Background: an optimization exercise with open tools, aiming at small area, a short achievable clock period and few clock cycles. Do not read the settings as production practice. Only simulation tests tie the RTL to the original design; equivalence was not proved. Power is estimated from default activity; no workload was simulated.

## job 102
## hash_engine
module hash_engine (
    input  wire        clk,
    input  wire        rst,      
    input  wire        req,      
    input  wire        we,       
    input  wire [3:0]  addr,     
    input  wire [31:0] wdata,
    output wire        ready,    
    output reg  [31:0] rdata     
);
==> flow/config.mk <==
export PLATFORM = sky130hd
export DESIGN_NAME = hash_engine
export DESIGN_NICKNAME = hash_engine
export VERILOG_FILES = /design/flow/design.v
export SDC_FILE = /design/flow/constraint.sdc
export NUM_CORES = 4
export LEC_CHECK = 0
export CAP_MARGIN = 20
export CORE_MARGIN = 2
export CORE_UTILIZATION = 40
export SLEW_MARGIN = 20
==> flow/constraint.sdc <==
create_clock -name core_clock -period 33.0 [get_ports {clk}]
set_input_delay 6.6000 -clock core_clock [delete_from_list [all_inputs] [get_ports {clk}]]
set_output_delay 6.6000 -clock core_clock [all_outputs]
set_load 0.01 [all_outputs]
standard.sh (not shown) runs the stock make flow with config.mk's settings and CLKGATE_MAP_FILE= SYNTH_SCRIPT=/design/flow/synth_recipe.tcl, a recipe that flattens the netlist after the stock synthesis.
==> flow/flow/run.sh <==
#!/bin/bash
# Layout flow: the standard synthesis, then the standard layout with
# ORFS's timing repair aimed SETUP_SLACK_MARGIN ns below the clock period, so
# that the port buffers and the read-out logic are sized for speed. The
# constraints (clock period, I/O delays, loads) are the standard flow's, unchanged.
# Each step's full output goes to a log of its own in the work folder.
set -euo pipefail
cd "$(dirname "$0")/.."
bash standard.sh synth > synth.log 2>&1
bash standard.sh SETUP_SLACK_MARGIN=18 finish > layout.log 2>&1
Testbench counts of job 102, summed over its fixed seeds: cycles 25,199.
Edits applied to the flow inputs when going from job 102 to job 105:
==> flow/run.sh (new file) <==
#!/bin/bash
# synth_recipe.tcl (not shown) runs the flow's synth.tcl, then flattens the netlist and writes it again
# the make line also repeats each setting of config.mk as NAME=value (left out here)
make -C /OpenROAD-flow-scripts/flow DESIGN_CONFIG=/design/flow/config.mk WORK_HOME=/design/flow/orfs CLKGATE_MAP_FILE= SYNTH_SCRIPT=/design/flow/synth_recipe.tcl finish
removed: flow/flow/run.sh
removed: flow/standard.sh
### Flow results
On final period demand of the worst path: between job 102 and job 105, it ends up higher for job 105.
Job 102 has a higher routed wire length than job 105.
A highest-delay cell along the critical path of sky130_fd_sc_hd__nor2b_1 is what job 105 shows, while sky130_fd_sc_hd__clkdlybuf4s50_1 belongs to job 102.
The sum of overflow across all layers after global routing was comparable across job 102 and job 105.

Another version of the RTL of hash_engine (not shown whole).
For scale: about 3200 cells after synthesis, ~350 flip-flops.
==> flow/design.v (excerpt) <==
module hash_engine (
    input  wire        clk,
    input  wire        rst,      
    input  wire        req,      
    input  wire        we,       
    input  wire [3:0]  addr,     
    input  wire [31:0] wdata,
    output wire        ready,    
    output reg  [31:0] rdata     
);
export LEC_CHECK = 0
export CAP_MARGIN = 20
export CORE_MARGIN = 2
export CORE_UTILIZATION = 45
export CTS_CLUSTER_DIAMETER = 60
export CTS_CLUSTER_SIZE = 25
export SLEW_MARGIN = 20
create_clock -name core_clock -period 33.0 [get_ports {clk}]
==> flow/flow/run.sh <==
#!/bin/bash
# Layout flow: the standard synthesis, then the standard layout with
# ORFS's timing repair aimed SETUP_SLACK_MARGIN ns below the clock period, so
# that the read-out logic is sized for speed; ports get buf_4 buffers
# (buffer_ports -buffer_cell) instead of its default delay buffers. The
# CTS runs without dummy loads. The
# constraints (clock period, I/O delays, loads) are the standard flow's, unchanged.
# Each step's full output goes to a log of its own in the work folder.
set -euo pipefail
cd "$(dirname "$0")/.."
bash standard.sh synth > synth.log 2>&1
bash standard.sh SETUP_SLACK_MARGIN=18.3 "BUFFER_PORTS_ARGS=-buffer_cell sky130_fd_sc_hd__buf_4" "CTS_ARGS=-sink_clustering_enable -repair_clock_nets -sink_clustering_size 25 -sink_clustering_max_diameter 60 -dont_use_dummy_load" finish > layout.log 2>&1
Testbench counts at the start, summed over its fixed seeds: cycles 25,344.
Then changed:
--- a/flow/flow/run.sh
+++ b/flow/flow/run.sh
@@ -10,3 +10,3 @@
 cd "$(dirname "$0")/.."
 bash standard.sh synth > synth.log 2>&1
-bash standard.sh SETUP_SLACK_MARGIN=18.3 "BUFFER_PORTS_ARGS=-buffer_cell sky130_fd_sc_hd__buf_4" "CTS_ARGS=-sink_clustering_enable -repair_clock_nets -sink_clustering_size 25 -sink_clustering_max_diameter 60 -dont_use_dummy_load" finish > layout.log 2>&1
+bash standard.sh SETUP_SLACK_MARGIN=18 "BUFFER_PORTS_ARGS=-buffer_cell sky130_fd_sc_hd__buf_4" "CTS_ARGS=-sink_clustering_enable -repair_clock_nets -sink_clustering_size 25 -sink_clustering_max_diameter 60 -dont_use_dummy_load" finish > layout.log 2>&1
Sequential share of layout area came out higher by 0.41 points.
Wire length came out lower by 0.96%.
Power came out lower by 0.37%.
Global-route usage came out lower by 0.42 points.
Hold slack barely changes.
Critical path depth came out higher by 1.
Final area came out lower by 1.4%.
Sequential cell count does not change.
Via count came out lower by 0.39%.

-- what the ideal ports hide --
How much do the figures lean on ideal ports? The routed layouts below were timed once more, with nothing changed but the port constraints. Step 1 sets driving cells, clkbuf_16 on the clock port and buf_2 on the other inputs (assumed; they add their load-dependent delay and slew). Step 2, shift: input delay + t, output delay - t, t = (earliest + latest rising clock arrival at the registers) / 2. This alone moves slack from input paths to output paths. Three values: ideal ports, drivers, drivers and shift; two values: the first two.
run | t (ns) | setup WS [ns] | worst setup path at the end
job 102 | 0.655 | 17.981 / 17.961 / 17.961 | input to output
job 105 | 0.653 | 16.230 / 16.204 / 16.204 | input to output
the first run of note 2 | 0.643 | 18.287 / 18.211 / 18.211 | input to output
the second run of note 2 | 0.639 | 17.992 / 17.963 / 17.963 | input to output
After both steps setup and hold are still met in every run listed. The setup slack of the first run of note 2, which loses most, moves by -0.076 ns with the drivers and by -0.076 ns with both steps.
